This design comes from an exercise in tuning for small area, a short achievable clock period and few clock cycles per item on the open sky130 flow, not from production work. At most, simulation tests tie the RTL to the original design; equivalence was not proved. No functional check of the RTL was part of run 3.

==> flow/design.v <==
module speckr_core (
    input  wire        clk,
    input  wire        rst,         
    input  wire        start,
    input  wire [2:0]  cmd,
    output wire        ready,
    output reg         done,
    input  wire [95:0] key,         
    input  wire [63:0] din,         
    input  wire [63:0] pidx,
    input  wire [63:0] psize,
    input  wire [63:0] boff,
    output reg  [63:0] dout,        
    output wire [63:0] ctr,
    output wire [4:0]  rk_offset
);
    localparam [2:0] CMD_KEY_EXPAND = 3'd1;
    localparam [2:0] CMD_ENC_CTR    = 3'd3;
    localparam [2:0] CMD_ENC_POS    = 3'd4;
    localparam [2:0] CMD_RESET_CTR  = 3'd5;
    localparam [2:0] CMD_LOAD_CTR   = 3'd6;
    localparam [4:0] CTR_LASTC = 5'd3;      
    localparam [4:0] MUL_LASTC = 5'd7;      
    localparam [4:0] POS_LASTC = 5'd20;     
    localparam [4:0] KEY_LASTC = 5'd9;      
    function [31:0] bswap32;
        input [31:0] v;
        begin
            bswap32 = {v[7:0], v[15:8], v[23:16], v[31:24]};
        end
    endfunction
    function [63:0] bswap2;
        input [63:0] v;
        begin
            bswap2 = {bswap32(v[63:32]), bswap32(v[31:0])};
        end
    endfunction
    function [95:0] kstep;
        input [95:0] s;
        input [4:0]  p;
        reg   [31:0] sum;
        begin
            sum   = {s[39:32], s[63:40]} + s[31:0];
            kstep = {sum ^ {27'd0, p}, s[95:64], sum ^ ({s[28:0], s[31:29]} ^ {27'd0, p})};
        end
    endfunction
    function [63:0] cround;
        input [63:0] s;
        input [31:0] k;
        reg   [31:0] sum;
        begin
            sum    = {s[39:32], s[63:40]} + s[31:0];
            cround = {sum ^ k, sum ^ ({s[28:0], s[31:29]} ^ k)};
        end
    endfunction
    function [15:0] csa8;     
        input [7:0] a, b, c;
        begin
            csa8 = {((a & b) | (a & c) | (b & c)) << 1, a ^ b ^ c};
        end
    endfunction
    function [127:0] csa;     
        input [63:0] a, b, c;
        begin
            csa = {((a & b) | (a & c) | (b & c)) << 1, a ^ b ^ c};
        end
    endfunction
    reg        busy;
    reg        op_ctr, op_pos, op_key;
    reg        mph;         
    reg [4:0]  cnt;
    reg        last;        
    reg        wrap;        
    reg [63:0] ctr_q;
    reg [4:0]  ofs_q;
    reg [95:0] m_q;
    reg [95:0] w_q;
    reg [4:0]  wpos;        
    reg [4:0]  wrem;        
    reg [95:0] p_q;
    reg [4:0]  ppos;
    reg [4:0]  prem;
    reg [63:0] s_q;         
    reg [63:0] mc_q;        
    reg [1:0]  mcin;        
    reg        bprev;       
    reg        mfirst;      
    reg [7:0]  mlo_s, mlo_c;    
    assign ready     = ~busy;
    assign ctr       = ctr_q;
    assign rk_offset = ofs_q;
    wire accept = start & ~busy;
    wire a_key  = accept & (cmd == CMD_KEY_EXPAND);
    wire a_ctr  = accept & (cmd == CMD_ENC_CTR);
    wire a_pos  = accept & (cmd == CMD_ENC_POS);
    wire a_rst  = accept & (cmd == CMD_RESET_CTR);
    wire a_load = accept & (cmd == CMD_LOAD_CTR);
    wire [95:0] w1 = kstep(w_q, wpos);
    wire [95:0] w2 = kstep(w1, wpos + 5'd1);
    wire [95:0] p1 = kstep(p_q, ppos);
    wire [95:0] p2 = kstep(p1, ppos + 5'd1);
    wire       wrap_now = (ofs_q >= 5'd11);
    wire [4:0] pdo  = busy ? prem : (wrap_now ? ofs_q - 5'd11 : 5'd0);
    wire [1:0] ptap = (pdo >= 5'd2) ? 2'd2 : pdo[1:0];
    wire [95:0] p_step = (ptap == 2'd2) ? p2 : (ptap == 2'd1) ? p1 : p_q;
    wire [1:0] wtap = (wrem >= 5'd2) ? 2'd2 : wrem[1:0];
    wire [31:0] k0 = op_pos ? p_q[31:0] : w_q[31:0];
    wire [31:0] k1 = op_pos ? p1[31:0]  : w1[31:0];
    wire [63:0] r1 = cround(s_q, k0);
    wire [63:0] r2 = cround(r1, k1);
    wire [63:0] r_last = op_pos ? r2 : r1;
    wire [63:0] r_out  = {din[63:32] ^ r_last[31:0], din[31:0] ^ r_last[63:32]};
    wire [63:0] xq = busy ? bswap2(s_q) : pidx;
    reg  [63:0] brow [0:3];
    reg  [3:0]  bneg;
    integer bj;
    reg  b2, b1, b0, bone, btwo;
    always @(*) begin
        for (bj = 0; bj < 4; bj = bj + 1) begin
            b2 = xq[2*bj+1];
            b1 = xq[2*bj];
            b0 = (bj == 0) ? busy & bprev : xq[2*bj-1];
            bone = b1 ^ b0;
            btwo = (b2 & ~b1 & ~b0) | (~b2 & b1 & b0);
            bneg[bj] = b2 & ~(b1 & b0);
            brow[bj] = (({64{bone}} & psize) | ({64{btwo}} & {psize[62:0], 1'b0})) ^ {64{bneg[bj]}};
            brow[bj] = brow[bj] << (2 * bj);
        end
        for (bj = 1; bj < 4; bj = bj + 1)
            brow[bj][2*bj-2] = bneg[bj-1];
    end
    wire [63:0] ms_in = ~busy ? {boff[60:0], 3'b000} : p_q[63:0];
    wire [63:0] mc_in = ~busy ? {57'd0, bneg[3], 6'd0} : mc_q;
    wire [8:0]  mret0 = mlo_s + mlo_c;
    wire [1:0]  mcin_in = mfirst ? {1'b0, mret0[8]} : mcin;
    wire [127:0] cs1 = csa(ms_in, mc_in, brow[0]);
    wire [127:0] cs2 = csa(brow[1], brow[2], brow[3]);
    wire [127:0] cs3 = csa(cs1[63:0], cs1[127:64], cs2[63:0]);
    wire [127:0] cs4 = csa(cs3[63:0], cs3[127:64], cs2[127:64]);
    wire [63:0] xr = bswap2(s_q);
    reg  [7:0]  lrow [0:3];
    reg  [3:0]  lneg;
    reg  l2, l1, l0, lone, ltwo;
    always @(*) begin
        for (bj = 0; bj < 4; bj = bj + 1) begin
            l2 = xr[2*bj+1];
            l1 = xr[2*bj];
            l0 = (bj == 0) ? bprev : xr[2*bj-1];
            lone = l1 ^ l0;
            ltwo = (l2 & ~l1 & ~l0) | (~l2 & l1 & l0);
            lneg[bj] = l2 & ~(l1 & l0);
            lrow[bj] = (({8{lone}} & psize[7:0]) | ({8{ltwo}} & {psize[6:0], 1'b0})) ^ {8{lneg[bj]}};
            lrow[bj] = lrow[bj] << (2 * bj);
        end
        for (bj = 1; bj < 4; bj = bj + 1)
            lrow[bj][2*bj-2] = lneg[bj-1];
    end
    wire [15:0] cl1 = csa8(p_q[7:0], mc_q[7:0], lrow[0]);
    wire [15:0] cl2 = csa8(lrow[1], lrow[2], lrow[3]);
    wire [15:0] cl3 = csa8(cl1[7:0], cl1[15:8], cl2[7:0]);
    wire [15:0] cl4 = csa8(cl3[7:0], cl3[15:8], cl2[15:8]);
    wire [9:0]  mret   = cl4[7:0] + cl4[15:8] + mcin_in + {lneg[3], 6'd0};
    wire [63:0] ms_nxt = {8'd0, cs4[63:8]};
    wire [63:0] mc_nxt = {8'd0, cs4[127:72]};
    wire [63:0] xs_nxt = bswap2(~busy ? {8'd0, xq[63:8]} :
                                mfirst ? {mret[7:0], mret0[7:0], xq[55:8]} : {mret[7:0], xq[63:8]});
    wire [4:0] ofs_plus = ofs_q + 5'd7;
    wire [4:0] ofs_next = (ofs_plus >= 5'd18) ? ofs_plus - 5'd18 : ofs_plus;
    wire        ctr_inc = busy & last & op_ctr;
    wire [63:0] ctr_d   = (rst | a_rst) ? 64'd0 : a_load ? din : ctr_inc ? ctr_q + 64'd1 : ctr_q;
    always @(posedge clk) begin
        ctr_q <= ctr_d;
        if (rst | a_rst)
            ofs_q <= 5'd0;
        else if (ctr_inc)
            ofs_q <= ofs_next;
    end
    always @(posedge clk) begin
        if (rst | a_rst | a_load | (busy & last & (op_ctr | op_pos)))
            s_q <= bswap2(ctr_d);
        else if (a_pos | busy & mph)
            s_q <= xs_nxt;
        else if (a_ctr | (busy & (op_ctr | op_pos)))
            s_q <= r2;
        else
            s_q <= bswap2(ctr_d);
    end
    always @(posedge clk)
        dout <= r_out;
    always @(posedge clk) begin
        mc_q  <= mc_nxt;
        mcin   <= mret[9:8];
        bprev  <= xq[7];
        mfirst <= ~busy;
        mlo_s  <= cs4[7:0];
        mlo_c  <= cs4[71:64];
    end
    always @(posedge clk) begin
        if (a_key)
            m_q <= key;
    end
    always @(posedge clk) begin
        if (rst) begin
            wpos <= 5'd0;
        end else if (a_key) begin
            w_q  <= key;
            wpos <= 5'd0;
            wrem <= ofs_q;
        end else if (a_rst) begin
            w_q  <= p_q;             
            wpos <= 5'd0;
        end else if (a_ctr) begin
            w_q  <= w2;
            wpos <= wpos + 5'd2;
        end else if (busy & op_ctr) begin
            if (last & wrap) begin
                w_q  <= p_q;
                wpos <= ppos;
            end else if (last) begin
                w_q  <= w1;
                wpos <= wpos + 5'd1;
            end else begin
                w_q  <= w2;
                wpos <= wpos + 5'd2;
            end
        end else if (busy & op_key) begin
            w_q  <= (wtap == 2'd2) ? w2 : (wtap == 2'd1) ? w1 : w_q;
            wpos <= wpos + wtap;
            wrem <= wrem - wtap;
        end
    end
    always @(posedge clk) begin
        if (rst | ~busy & ~accept | busy & last | busy & mph & (cnt == MUL_LASTC)) begin
            p_q  <= m_q;
            ppos <= 5'd0;
            prem <= 5'd26;
        end else if (a_pos | busy & mph) begin
            p_q[63:0] <= ms_nxt;
        end else if (a_ctr | busy & (op_ctr | op_pos)) begin
            p_q  <= p_step;
            ppos <= ppos + ptap;
            prem <= pdo - ptap;
        end
    end
    always @(posedge clk) begin
        if (rst) begin
            busy <= 1'b0;
            done <= 1'b0;
            cnt  <= 5'd0;
            last <= 1'b0;
            mph  <= 1'b0;
            op_key <= 1'b0;
            op_ctr <= 1'b0;
            op_pos <= 1'b0;
        end else begin
            done <= 1'b0;
            if (!busy) begin
                cnt <= 5'd1;
                if (a_key | a_ctr | a_pos) begin
                    busy   <= 1'b1;
                    op_key <= a_key;
                    op_ctr <= a_ctr;
                    op_pos <= a_pos;
                    mph    <= a_pos;
                    wrap   <= wrap_now;
                    last   <= 1'b0;
                end else if (accept) begin
                    done <= 1'b1;
                end
            end else begin
                cnt  <= cnt + 5'd1;
                last <= op_ctr & (cnt == CTR_LASTC - 5'd1) |
                        op_pos & (cnt == POS_LASTC - 5'd1) |
                        op_key & (cnt == KEY_LASTC - 5'd1);
                if (cnt == MUL_LASTC)
                    mph <= 1'b0;
                if (last) begin
                    busy   <= 1'b0;
                    done   <= 1'b1;
                    op_key <= 1'b0;
                    op_ctr <= 1'b0;
                    op_pos <= 1'b0;
                end
            end
        end
    end
endmodule
==> flow/flow/run.sh <==
#!/bin/bash
set -euo pipefail
export SETUP_SLACK_MARGIN=5.2
export BUFFER_PORTS_ARGS="-buffer_cell sky130_fd_sc_hd__buf_2"
bash standard.sh > standard.log 2>&1
==> flow/standard.sh <==
#!/bin/bash
# synth_recipe.tcl (not shown) runs the flow's synth.tcl, then flattens the netlist and writes it again
# the make line also repeats each setting of config.mk as NAME=value (left out here)
make -C /OpenROAD-flow-scripts/flow DESIGN_CONFIG=/design/flow/config.mk WORK_HOME=/design/flow/orfs CLKGATE_MAP_FILE= SYNTH_SCRIPT=/design/flow/synth_recipe.tcl "${@:-finish}"
==> flow/config.mk <==
export PLATFORM = sky130hd
export DESIGN_NAME = speckr_core
export DESIGN_NICKNAME = speckr_core
export VERILOG_FILES = /design/flow/design.v
export SDC_FILE = /design/flow/constraint.sdc
export NUM_CORES = 4
export LEC_CHECK = 0
export CAP_MARGIN = 20
export CORE_MARGIN = 2
export CORE_UTILIZATION = 48
export SLEW_MARGIN = 20
export TNS_END_PERCENT = 0
==> flow/constraint.sdc <==
create_clock -name core_clock -period 11.0 [get_ports {clk}]
set_input_delay 2.2000 -clock core_clock [delete_from_list [all_inputs] [get_ports {clk}]]
set_output_delay 2.2000 -clock core_clock [all_outputs]
set_load 0.01 [all_outputs]
==> run_results.csv, run 1 <==
group,metric,value,unit
outcome,status,"finished clean",
synth,synth_largest_area_cell,"edfxtp_1",
floorplan,initial_core_util,0.483,
route,drt_iter0_drc,6604,
route,wl_met3,30.7,mm
clock_tree,cts_tree,"yes",
sta,rsz0062_at_grt,"true",
sta,slew_headroom,0.259,
clock_tree,cts_sinks,592,
sta,min_period,6.08,ns
sta,hold_viol,0,
place,io_buffer_count,489,
cells_and_area,drive_gt1_frac,0.175,
route,wl_per_cell,33.0,um
critical_path,cp_max_fo,6,
global_route,grt_pass1_vias,47700,
route,drt_first_pass_iters,7,
sta,fin_worst_skew,0.0392,ns
route,wl_met1,102,mm
synth,netlist_instances,6002,
clock_tree,cts-htree-levels,3,
route,vias_per_cell,6.39,
global_route,grt_util_all_layers,0.439,
floorplan,die_area,116000,sq um
synth,synth_area,54200,sq um
place,gp_congestion,1.04,
clock_tree,clk_pin_slew_worst_paths,0.07,ns
sta,setup-violations-final,0,
critical_path,slowest_stage,"or4_1",
synth,synth_area_per_cell,9.03,sq um
critical_path,cp_cell_sequence,"ha_4, fa_2, a21oi_4, o21bai_2, a21o_1, a2111oi_4, buf_4, buf_4, o21ai_0, a21oi_2, xnor2_2, xor2_2, ha_1, and2_1, nand3_1, or4_1, o211ai_1, nand2_1, o21ai_0, a31oi_1, xnor2_2, o22ai_1, a21o_1",
synth,synth_top_area_share,0.163,
floorplan,die_h,340,um
global_route,grt_max_degree,95,
synth,synthTopCellsByArea,"edfxtp_1 (16%), dfxtp_1 (11%), fa_1 (9.6%)",
global_route,overflow,0,
floorplan,num_rows,123,
synth,synth.distinct_cells,96,
sta,finalCritPeriodShare,0.553,
sta,slew_violations,0,
synth,synth_seq_cells,592,
synth,synthArstFlopShare,0,
place,place_hpwl,207,mm
critical_path,cp.required,11.45,ns
critical_path,critPathMaxStageDelay,0.54,ns
route,top_layer_used,"met5",
clock_tree,clk_latency,0.69,ns
synth,yosysWarnings,3,
critical_path,cp_top_family,"compound AO/OA/AOI/OAI gates",
worst_hold_path,hold_class,"reg -> reg",
floorplan,core,112000,sq um
sta,tightest_slew,1.11,ns
clock_tree,root_buffer,"clkbuf_16",
clock_tree,cts_buffer_depth,3,
floorplan,ios,493,
synth,synth_edf_count,294,
sta,fmax,0.164,GHz
route,finalWirelength,263,mm
route,met2_length,111,mm
floorplan,dieWidth,340,um
route,num_vias,50900,
critical_path,cp.arrival,6.53,ns
synth,synth_ff_type,"dfxtp_1",
cells_and_area,layout-area-overhead-vs-synth,15.8,%
synth,seq_area_frac_synth,0.273,
flow_run,drv_cap,0,
route,drcViolationCount,0,
clock_tree,numCtsBuffers,75,
global_route,antenna_found_initial,29,
sta,fin_setup_tns,0,ns
critical_path,critPathBufInv,2,
global_route,grt_pass1_wl,361,mm
critical_path,cp-start-kind,"register",
critical_path,crit_type,"reg -> reg",
critical_path,end_kind,"register",
cells_and_area,fin_nets,7255,
route,ant_nets,0,
-- sequential cells by signal, indices dropped and copies added, names as in the netlist, 8 cells and up --
| signal | flops |
|---|---|
| m_q | 96 |
| p_q | 96 |
| w_q | 96 |
| ctr_q | 64 |
| dout | 64 |
| s_q | 64 |
| mc_q | 56 |
| mlo_s | 8 |
-- layer usage --
layer / GRT usage / vias to the layer above
met5: 0 / -
met4: 0.260 / 6
li1: - / 21900
met3: 0.122 / 625
met2: 0.646 / 3185
met1: 0.577 / 25100
-- cell type report --
type                    count  area (sq um)
diodes                     17          42.5
clock buffers              95          2030
clock inverters            42           602
fillers                 10400         49500
inverters                 452          1700
multi-input cells        4571         37500
flip-flops and latches    592         14800
well taps                1500          1880
repair buffers            688          4150
-- worst register-to-register path, stage by stage (launching register included) --
cell	delay, ns
edfxtp_1	0.44
ha_4	0.21
fa_2	0.39
a21oi_4	0.17
o21bai_2	0.10
a21o_1	0.27
a2111oi_4	0.36
buf_4	0.20
buf_4	0.15
o21ai_0	0.11
a21oi_2	0.22
xnor2_2	0.17
xor2_2	0.25
ha_1	0.40
and2_1	0.31
nand3_1	0.16
or4_1	0.54
o211ai_1	0.29
nand2_1	0.10
o21ai_0	0.32
a31oi_1	0.19
xnor2_2	0.27
o22ai_1	0.11
a21o_1	0.16
-- metrics by stage --
stage               cell area [sq um]  hold slack [ns]  instances  worst slack [ns]  utilization
finish                          62700            0.471       7957              4.92        0.559
global route                    62700            0.501       7945              4.86        0.559
CTS                             61700            0.472       7885              5.02        0.550
detailed placement              58000            0.459       7709              3.41        0.517
global placement                58000            0.458       7709              3.56        0.517
floorplan                       54200            0.441       6003              4.57            -
-- cell usage after synthesis, drive strengths merged (81+ instances only) --
cell and count:
a211oi 82, a21o 104, a21oi 403, a22oi 298
clkbuf 311, dfxtp 298, edfxtp 294, fa 260
ha 257, inv 452, mux2i 203, nand2 365
nand3 87, nor2 428, o21ai 291, o22ai 81
xnor2 500, xor2 427
-- what timing repair did --
action / CTS / global route
gates resized for setup: 134 / 100
buffers inserted: 37 / 53
gates cloned: 2 / 2
endpoints found under the hold margin: 0 / 0
hold buffers: 0 / 0
pin swaps: 24 / 35
endpoints found under the setup margin: 214 / 168
-- path summary, 6_finish.rpt --
kind | cells past startpoint | slack, ns | endpoint | start
hold / removal | 2 | 0.47 | prem[1] | prem[1]
setup reg to reg | 23 | 4.92 | w_q[28] | w_q[0]
setup / recovery | 23 | 4.92 | w_q[28] | w_q[0]
hold reg to reg | 2 | 0.47 | prem[1] | prem[1]
-- cells by family (layout without fill, tap and decap cells) --
group,after synthesis,in the layout,synth area share
flip-flops,592,592,0.273
AND/OR/NAND/NOR,1212,1213,0.102
other,1,19,0.0000692
multiplexers,277,277,0.0534
buffers and inverters,841,1277,0.0600
AO/OA/AOI/OAI,1618,1618,0.198
adder cells (fa/ha/maj),517,517,0.155
XOR/XNOR,944,944,0.158
-- placed cells by master (no fill, tap or decap), types with 29 or more instances in the layout --
master,count
buf_2,489
xnor2_1,455
inv_1,449
nor2_1,417
xor2_1,391
a21oi_1,375
nand2_1,358
a22oi_1,298
edfxtp_1,294
dfxtp_1,292
o21ai_0,268
fa_1,259
ha_1,245
mux2i_1,192
buf_4,181
a21o_1,104
nand3_1,85
o22ai_1,80
clkbuf_16,77
and2_1,76
a211oi_1,76
mux2_2,74
o221ai_1,49
and3_1,45
a221oi_1,45
nor3_1,43
xnor2_2,41
nand2b_1,33
a221o_1,33
o21a_1,32
nor2b_1,31
xor2_2,29
Testbench counts, summed over its fixed seeds: cycles 21,791, items 2,400.
==> run 2: changes to the inputs <==
==> flow/flow/run.sh (replaced) <==
#!/bin/bash
set -euo pipefail
export SETUP_SLACK_MARGIN=5.4
export BUFFER_PORTS_ARGS="-buffer_cell sky130_fd_sc_hd__buf_2"
bash standard.sh > standard.log 2>&1
--- a/flow/config.mk
+++ b/flow/config.mk
@@ -8,5 +8,5 @@
 export CAP_MARGIN = 20
 export CORE_MARGIN = 2
-export CORE_UTILIZATION = 48
+export CORE_UTILIZATION = 42
 export SLEW_MARGIN = 20
 export TNS_END_PERCENT = 0
==> run_results.csv, run 2 <==
group,metric,value,unit
place,io_buffer_count,489,
floorplan,core,128000,sq um
cells_and_area,layout-area-overhead-vs-synth,17.7,%
synth,synth.mux.area_fraction,0.0534,
synth,synth_compound_area_frac,0.198,
cells_and_area,fin_nets,7290,
clock_tree,root_buffer,"clkbuf_16",
clock_tree,cts_sinks,592,
cells_and_area,multiInputGateArea,38000,sq um
cells_and_area,largest_registers,"m_q: 96 flops, p_q: 96 flops, w_q: 96 flops",
sta,rsz0062_at_grt,"true",
cells_and_area,final_common_cell,"buf_2",
place,place_hpwl,211,mm
floorplan,num_rows,131,
sta,min_period,5.83,ns
route,drt_first_pass_iters,6,
clock_tree,clk_pin_slew_worst_paths,0.07,ns
route,vias_per_cell,6.28,
sta,slew_violations,0,
critical_path,crit_type,"reg -> reg",
critical_path,regToRegEndpoint,"s_q[17]",
sta,hold_viol,0,
worst_hold_path,hold_path_depth,2,
critical_path,cp.arrival,6.42,ns
synth,synthArstFlopShare,0,
floorplan,dieWidth,363,um
critical_path,end_kind,"register",
floorplan,die_h,363,um
synth,synth_area,54200,sq um
synth,synth_ff_type,"dfxtp_1",
critical_path,reg2reg_depth,22,
route,ant_nets,0,
clock_tree,hold_buffers,0,
critical_path,r2r_setup_slack,5.17,ns
synth,synth_seq_cells,592,
sta,finalCritPeriodShare,0.530,
critical_path,critPathBufInv,2,
place,gp_congestion,1.05,
sta,setup-violations-final,0,
global_route,grt_util_all_layers,0.396,
critical_path,cp-start-kind,"register",
clock_tree,cts_tree,"yes",
cells_and_area,fill_cells,12300,
critical_path,cp.required,11.59,ns
synth,seq_area_frac_synth,0.273,
synth,synth_largest_area_cell,"edfxtp_1",
critical_path,cp_max_fo,5,
critical_path,rr_startpoint,"s_q[0]",
floorplan,ios,493,
route,drcViolationCount,0,
worst_hold_path,hold-path-endpoint,"prem[1]",
clock_tree,cts_buffer_depth,3,
synth,synth_top_family_by_area,"compound AO/OA/AOI/OAI gates",
sta,fin_worst_skew,0.0442,ns
synth,synth_area_per_cell,9.03,sq um
worst_hold_path,hold_class,"reg -> reg",
synth,synthTopCellsByArea,"edfxtp_1 (16%), dfxtp_1 (11%), fa_1 (9.6%)",
cells_and_area,drive_gt1_frac,0.188,
route,drt_iter0_drc,7088,
sta,fin_setup_tns,0,ns
synth,ys_top_cells_by_count,"xnor2_1 (499), inv_1 (451), nor2_1 (426)",
critical_path,cp_cell_sequence,"ha_1, fa_1, a21o_1, a21oi_4, o21a_1, o21a_1, xnor2_1, xnor2_1, buf_4, inv_1, ha_1, and4_4, and3_1, and3_1, or2_2, and2_1, a311o_1, a211oi_1, a211oi_1, xor2_1, xnor2_1, o221ai_1",
critical_path,crit_top_cell,"xnor2_1",
critical_path,cp_top_family,"compound AO/OA/AOI/OAI gates",
global_route,grt_max_degree,88,
sta,slew_headroom,0.149,
route,finalWirelength,269,mm
route,wl_per_cell,33.0,um
floorplan,die_area,132000,sq um
synth,synth_edf_count,294,
global_route,grt_pass1_vias,48900,
synth,synth_most_common_cell,"xnor2_1",
outcome,status,"finished clean",
clock_tree,clk_latency,0.73,ns
global_route,grt_pass1_wl,369,mm
synth,synthAdderAreaFrac,0.155,
cells_and_area,final_cell_mix,"buf_2 (489), inv_1 (448), xnor2_1 (442)",
synth,netlist_instances,6002,
flow_run,drv_cap,0,
critical_path,critPathMaxStageDelay,0.59,ns
synth,synthSimpleGateAreaFrac,0.102,
sta,tightest_slew,1.27,ns
worst_hold_path,hold_start,"prem[1]",
critical_path,slowest_stage,"xor2_1",
clock_tree,numCtsBuffers,77,
synth,synth_xor_xnor_area_share,0.158,
route,num_vias,51300,
global_route,overflow,0,
floorplan,initial_core_util,0.424,
clock_tree,cts-htree-levels,3,
synth,synth.distinct_cells,96,
synth,yosysWarnings,3,
sta,fmax,0.171,GHz
cells_and_area,seq_area,14800,sq um
global_route,antenna_found_initial,32,
synth,synth_top_area_share,0.163,
run 2: changes by cell type in the layout (fill, tap and decap cells not counted), moves of 5 or more:
cell	change
clkbuf_16	+5
xor2_1	-7
ha_4	+7
buf_4	+26
o21ai_0	-5
xnor2_2	+10
xnor2_1	-13
ha_1	-7
run 2: layout make-up:
cell class / count / area share
multi-input cells: 4575 / 0.597
clock inverters: 40 / 0.00811
inverters: 452 / 0.0268
clock buffers: 98 / 0.0344
diodes: 21 / 0.000824
well taps: 1662 / 0.0326
flip-flops and latches: 592 / 0.232
repair buffers: 717 / 0.0683
run 2: worst reg2reg max path: cells and delay by family, from the launching register on:
kind,cells,cell delay [ns]
AO/OA/AOI/OAI,8,1.56
XOR/XNOR,4,1.53
adder cells (fa/ha/maj),3,0.85
buffers and inverters,2,0.23
flip-flops,1,0.44
AND/OR/NAND/NOR,5,1.11
run 2: worst max-delay path by stage:
stage / start / end / slack (ns) / depth (start not counted)
floorplan: start / p_q[0] / 4.57 / 5
global placement: pidx[3] / p_q[35] / 3.66 / 13
detailed placement: pidx[3] / p_q[16] / 3.60 / 14
CTS: s_q[1] / dout[57] / 5.24 / 23
global route: w_q[0] / w_q[92] / 5.07 / 24
finish: s_q[0] / s_q[17] / 5.17 / 22
run 2: logic make-up after synthesis:
kind of cell               Yosys count
AOI/OAI and AO/OA                 1618
xor gates and xnor gates           944
adders and majority gates          517
buffers and inverters              841
DFF                                592
muxes                              277
other                                1
and+or+nand+nor                   1212
run 2: metrics by stage:
step | cell area, sq um | hold slack [ns] | setup WS (ns) | instances | util
6_report | 63700 | 0.477 | 5.17 | 8157 | 0.499
5_1_grt | 63700 | 0.508 | 5.07 | 8143 | 0.498
4_1_cts | 62700 | 0.482 | 5.24 | 8088 | 0.491
3_5_place_dp | 58200 | 0.468 | 3.60 | 7880 | 0.455
3_3_place_gp | 58200 | 0.452 | 3.66 | 7880 | 0.455
2_1_floorplan | 54200 | 0.441 | 4.57 | 6003 | -
run 2: metal layers:
metal  GRT usage  up-vias  wire length (um)
met5           0        -                46
met1       0.488    25300            100000
met2       0.610     3241            118000
met4       0.265        6             21400
met3       0.101      702             30000
li1            -    22000                 -
run 2: timing repair:
item,in CTS,in global routing
resized for setup,214,99
pin swaps,53,36
endpoints found under the setup margin,258,186
cloned,4,1
setup buffers,66,47
endpoints found under the hold margin,0,0
==> run 3: changes to the inputs <==
==> flow/design.v (replaced) <==
module speckr_core (
    input  wire        clk,
    input  wire        rst,         
    input  wire        start,
    input  wire [2:0]  cmd,
    output wire        ready,
    output reg         done,
    input  wire [95:0] key,         
    input  wire [63:0] din,         
    input  wire [63:0] pidx,
    input  wire [63:0] psize,
    input  wire [63:0] boff,
    output reg  [63:0] dout,        
    output wire [63:0] ctr,
    output wire [4:0]  rk_offset
);
    localparam [2:0] CMD_NOP        = 3'd0;
    localparam [2:0] CMD_KEY_EXPAND = 3'd1;
    localparam [2:0] CMD_ENC_CTR    = 3'd3;
    localparam [2:0] CMD_ENC_POS    = 3'd4;
    localparam [2:0] CMD_RESET_CTR  = 3'd5;
    localparam [2:0] CMD_LOAD_CTR   = 3'd6;
    localparam [1:0] S_IDLE = 2'd0;
    localparam [1:0] S_KEY  = 2'd1;
    localparam [1:0] S_ENC  = 2'd2;
    function [63:0] arx;
        input [31:0] x;
        input [31:0] y;
        input [31:0] k;
        reg   [31:0] x1;
        reg   [31:0] y1;
        begin
            x1  = ({x[7:0], x[31:8]} + y) ^ k;
            y1  = {y[28:0], y[31:29]} ^ x1;
            arx = {x1, y1};
        end
    endfunction
    function [31:0] bswap32;
        input [31:0] v;
        begin
            bswap32 = {v[7:0], v[15:8], v[23:16], v[31:24]};
        end
    endfunction
    reg [1:0]  state;
    reg [31:0] rk [0:25];
    reg [31:0] ka, kb, kc;
    reg [4:0]  kidx;
    reg [31:0] x, y;
    reg [4:0]  ridx;
    reg [4:0]  rleft;
    reg        enc_is_ctr;
    reg [63:0] ctr_q;
    reg [4:0]  ofs_q;
    assign ready     = (state == S_IDLE);
    assign ctr       = ctr_q;
    assign rk_offset = ofs_q;
    wire accept = start && ready;
    wire [63:0] pos_nonce = pidx * psize + {boff[60:0], 3'b000};
    wire [31:0] ks_other = kidx[0] ? kc : kb;
    wire [63:0] ks_next  = arx(ks_other, ka, {27'd0, kidx});
    wire [63:0] rnd_next = arx(x, y, rk[ridx]);
    wire [4:0] ofs_plus  = ofs_q + 5'd7;
    wire [4:0] ofs_next  = (ofs_plus >= 5'd18) ? ofs_plus - 5'd18 : ofs_plus;
    always @(posedge clk) begin
        if (rst) begin
            state <= S_IDLE;
            done  <= 1'b0;
            dout  <= 64'd0;
            ctr_q <= 64'd0;
            ofs_q <= 5'd0;
        end else begin
            done <= 1'b0;
            case (state)
                S_IDLE: begin
                    if (accept) begin
                        case (cmd)
                            CMD_KEY_EXPAND: begin
                                ka    <= key[31:0];
                                kb    <= key[63:32];
                                kc    <= key[95:64];
                                kidx  <= 5'd0;
                                state <= S_KEY;
                            end
                            CMD_ENC_CTR: begin
                                x          <= bswap32(ctr_q[63:32]);
                                y          <= bswap32(ctr_q[31:0]);
                                ridx       <= ofs_q;
                                rleft      <= 5'd6;
                                enc_is_ctr <= 1'b1;
                                state      <= S_ENC;
                            end
                            CMD_ENC_POS: begin
                                x          <= bswap32(pos_nonce[63:32]);
                                y          <= bswap32(pos_nonce[31:0]);
                                ridx       <= 5'd0;
                                rleft      <= 5'd25;
                                enc_is_ctr <= 1'b0;
                                state      <= S_ENC;
                            end
                            CMD_RESET_CTR: begin
                                ctr_q <= 64'd0;
                                ofs_q <= 5'd0;
                                done  <= 1'b1;
                            end
                            CMD_LOAD_CTR: begin
                                ctr_q <= din;
                                done  <= 1'b1;
                            end
                            default: begin
                                done <= 1'b1;
                            end
                        endcase
                    end
                end
                S_KEY: begin
                    rk[kidx] <= ka;
                    ka       <= ks_next[31:0];
                    if (kidx[0])
                        kc <= ks_next[63:32];
                    else
                        kb <= ks_next[63:32];
                    kidx <= kidx + 5'd1;
                    if (kidx == 5'd25) begin
                        state <= S_IDLE;
                        done  <= 1'b1;
                    end
                end
                S_ENC: begin
                    x     <= rnd_next[63:32];
                    y     <= rnd_next[31:0];
                    ridx  <= ridx + 5'd1;
                    rleft <= rleft - 5'd1;
                    if (rleft == 5'd0) begin
                        dout[31:0]  <= din[31:0]  ^ rnd_next[63:32];
                        dout[63:32] <= din[63:32] ^ rnd_next[31:0];
                        if (enc_is_ctr) begin
                            ctr_q <= ctr_q + 64'd1;
                            ofs_q <= ofs_next;
                        end
                        state <= S_IDLE;
                        done  <= 1'b1;
                    end
                end
                default: state <= S_IDLE;
            endcase
        end
    end
endmodule
==> flow/run.sh (new file) <==
#!/bin/bash
# synth_recipe.tcl (not shown) runs the flow's synth.tcl, then flattens the netlist and writes it again
# the make line also repeats each setting of config.mk as NAME=value (left out here)
make -C /OpenROAD-flow-scripts/flow DESIGN_CONFIG=/design/flow/config.mk WORK_HOME=/design/flow/orfs CLKGATE_MAP_FILE= SYNTH_SCRIPT=/design/flow/synth_recipe.tcl finish
--- a/flow/config.mk
+++ b/flow/config.mk
@@ -8,5 +8,4 @@
 export CAP_MARGIN = 20
 export CORE_MARGIN = 2
-export CORE_UTILIZATION = 42
+export CORE_UTILIZATION = 40
 export SLEW_MARGIN = 20
-export TNS_END_PERCENT = 0
removed: flow/flow/run.sh
removed: flow/standard.sh
==> run_results.csv, run 3 <==
group,metric,value,unit
critical_path,cp.required,11.53,ns
cells_and_area,layout-area-overhead-vs-synth,14.8,%
sta,setup-violations-final,0,
synth,ys_top_cells_by_count,"inv_1 (1,961), fa_1 (1,895), nand2_1 (1,417)",
cells_and_area,final_common_cell,"inv_1",
global_route,grt_use_met3,0.0457,
cells_and_area,drive_gt1_frac,0.109,
route,drcViolationCount,0,
sta,min_period,10.75,ns
flow_run,drv_cap,0,
clock_tree,cts_buffer_depth,3,
critical_path,reg2reg_depth,9,
global_route,overflow,0,
clock_tree,cts-htree-levels,3,
place,io_buffer_count,489,
route,ant_nets,0,
clock_tree,clk_pin_slew_worst_paths,0.07,ns
critical_path,end_kind,"register",
cells_and_area,fill_cells,26500,
route,num_vias,81500,
place,postPlaceCellArea,130000,sq um
cells_and_area,largest_registers,"rk: 832 flops, ctr_q: 64 flops, dout: 64 flops",
route,drt_first_pass_iters,6,
route,drt_iter0_drc,7073,
clock_tree,numCtsBuffers,102,
clock_tree,clk_latency,0.72,ns
synth,synth_most_common_cell,"inv_1",
synth,synthArstFlopShare,0,
floorplan,ios,493,
cells_and_area,final_cell_mix,"inv_1 (1,958), fa_1 (1,884), nand2_1 (1,416)",
place,gp_congestion,0.961,
critical_path,cp_max_fo,15,
synth,synth_edf_count,1008,
place,pre_cts_ws,-1.00,ns
synth,synth_top_area_share,0.327,
floorplan,die_area,295000,sq um
synth,synth.distinct_cells,79,
synth,synthTopCellsByArea,"fa_1 (33%), edfxtp_1 (26%), inv_1 (6.3%)",
sta,fin_ws,0.250,ns
sta,slew_headroom,0.163,
synth,synth_area_per_cell,10.8,sq um
place,dp_cells,15000,
critical_path,crit_type,"in -> reg",
critical_path,crit_top_cell,"fa_1",
critical_path,r2r_setup_slack,5.26,ns
cells_and_area,final_cells,15200,
synth,synth_seq_cells,1149,
clock_tree,cts_tree,"yes",
route,wl_per_cell,25.8,um
cells_and_area,regMostFlops,"rk",
sta,hold_viol,0,
synth,synth_area,116000,sq um
floorplan,core,288000,sq um
critical_path,cp-start-kind,"input pin",
cells_and_area,largest_register_ffs,832,
worst_hold_path,hold_start,"dout[42]",
synth,synth_ff_type,"edfxtp_1",
sta,finalCritPeriodShare,0.977,
worst_hold_path,hold-path-endpoint,"dout[42]",
synth,netlist_instances,10700,
worst_hold_path,hold_class,"reg -> reg",
synth,synth_largest_area_cell,"fa_1",
place,place_hpwl,313,mm
global_route,grt_use_met2,0.435,
global_route,grt_pass1_vias,86900,
critical_path,regToRegEndpoint,"dout[43]",
clock_tree,cts_sinks,1149,
global_route,grt_max_degree,107,
sta,fmax,0.0930,GHz
sta,fin_worst_skew,0.0431,ns
floorplan,die_h,543,um
floorplan,dieWidth,543,um
cells_and_area,fin_nets,14000,
route,vias_per_cell,5.36,
critical_path,cp.arrival,11.28,ns
synth,seq_area_frac_synth,0.285,
critical_path,critPathMaxStageDelay,0.57,ns
synth,yosysWarnings,1,
outcome,status,"finished clean",
global_route,antenna_found_initial,21,
clock_tree,root_buffer,"clkbuf_16",
route,finalWirelength,392,mm
global_route,busiest_layer,"met2",
sta,fin_setup_tns,0,ns
critical_path,slowest_stage,"fa_1",
global_route,grt.met1_usage,0.359,
worst_hold_path,hold_path_depth,2,
sta,tightest_slew,1.25,ns
floorplan,num_rows,197,
global_route,grt_util_all_layers,0.269,
floorplan,initial_core_util,0.403,
cells_and_area,final_area,133000,sq um
sta,slew_violations,0,
global_route,grt_pass1_wl,581,mm
## run 3: cell types whose count changed after synthesis, moves of 157 or more
cell      before   now
fa_1         260  1895
inv_1        451  1961
nand2_1      364  1417
and2_1        76  1015
edfxtp_1     294  1008
xor2_1       423   109
clkbuf_1     266   572
a22oi_1      298    12
xnor2_1      499   261
mux4_2         0   224
dfxtp_1      298   141
nor2_1       426   269
## run 3: cell families (layout without fill, tap and decap cells)
group	count (synthesis)	count (layout)	share of synthesized area
flops	1149	1149	0.285
simple gates	3062	3062	0.128
fa+ha+maj	2279	2279	0.368
compound gates	873	873	0.0475
mux	355	355	0.0552
buf+inv	2602	3299	0.0858
xor+xnor	388	388	0.0309
other cells	0	12	0
## run 3: timing repair
action | in CTS | in global routing
pin swaps | 0 | 14
setup buffers | 0 | 1
endpoints found under the hold margin | 0 | 0
endpoints found under the setup margin | 3 | 19
resized for setup | 3 | 39
hold buffers | 0 | 0
## run 3: stage by stage
stage	utilization	hold WS, ns
finish	0.463	0.454
global route	0.463	0.468
CTS	0.461	0.453
detailed placement	0.449	0.445
global placement	0.449	0.446
floorplan	-	0.476
## run 3: area by class of cell
type,instances,area (sq um),area share
repair buffers,1148,11200,0.0839
clock inverters,68,728,0.00546
clock buffers,122,2710,0.0203
well taps,3781,4730,0.0355
flip-flops and latches,1149,33100,0.248
inverters,1961,7360,0.0552
multi-input cells,6957,73500,0.551
diodes,12,30.0,0.000225
## run 3: worst max path at each step
stage              from   end  slack [ns]  cells after the start
6_report       pidx[29]  x[4]        0.25                     34
3_3_place_gp   pidx[28]  x[4]       -0.99                     32
5_1_grt        pidx[29]  x[4]       -0.01                     34
4_1_cts        pidx[28]  x[4]        0.03                     32
2_1_floorplan  pidx[28]  x[7]        0.25                     30
3_5_place_dp   pidx[28]  x[4]       -1.00                     32
## run 3: worst max-delay path, delay by kind of cell
kind,cells,cell delay (ns)
AND/OR/NAND/NOR,5,0.81
AO/OA/AOI/OAI,3,0.64
buffers and inverters,14,1.90
adder cells (fa/ha/maj),11,5.45
multiplexers,1,0.26
## run 3: layer usage
layer	vias up	routed length [um]
met5	-	48
met2	3317	183000
met1	42800	158000
met4	8	18300
li1	34700	-
met3	583	32100

[static timing again, ports no longer ideal]
The flow's constraints put no driver on any port. The routed layouts listed below were extracted and timed again, unchanged, in two steps.
Step 1 (the two cells are an assumption about what drives the block):
set clk [get_ports {clk}]
set_driving_cell -lib_cell sky130_fd_sc_hd__clkbuf_16 $clk
set_driving_cell -lib_cell sky130_fd_sc_hd__buf_2 [delete_from_list [all_inputs] $clk]
Step 2 also shifts input and output timing later by t, the mid clock arrival at the registers, as if the neighbouring blocks saw the same clock.
Three values: no drivers, after step 1, after step 2; two values: the first two.
run	t (ns)	setup WS [ns]	clock arrival spread, ns
run 1	0.763	4.920 / 4.920 / 4.354	0.040 / 0.040
run 2	0.800	5.168 / 5.168 / 4.476	0.044 / 0.045
run 3	0.786	0.250 / 0.302 / -0.484	0.045 / 0.045
Met with ideal ports but missed after step 2: setup timing in run 3. The setup slack of run 3, which loses most, moves by +0.052 ns with the drivers and by -0.734 ns with both steps.
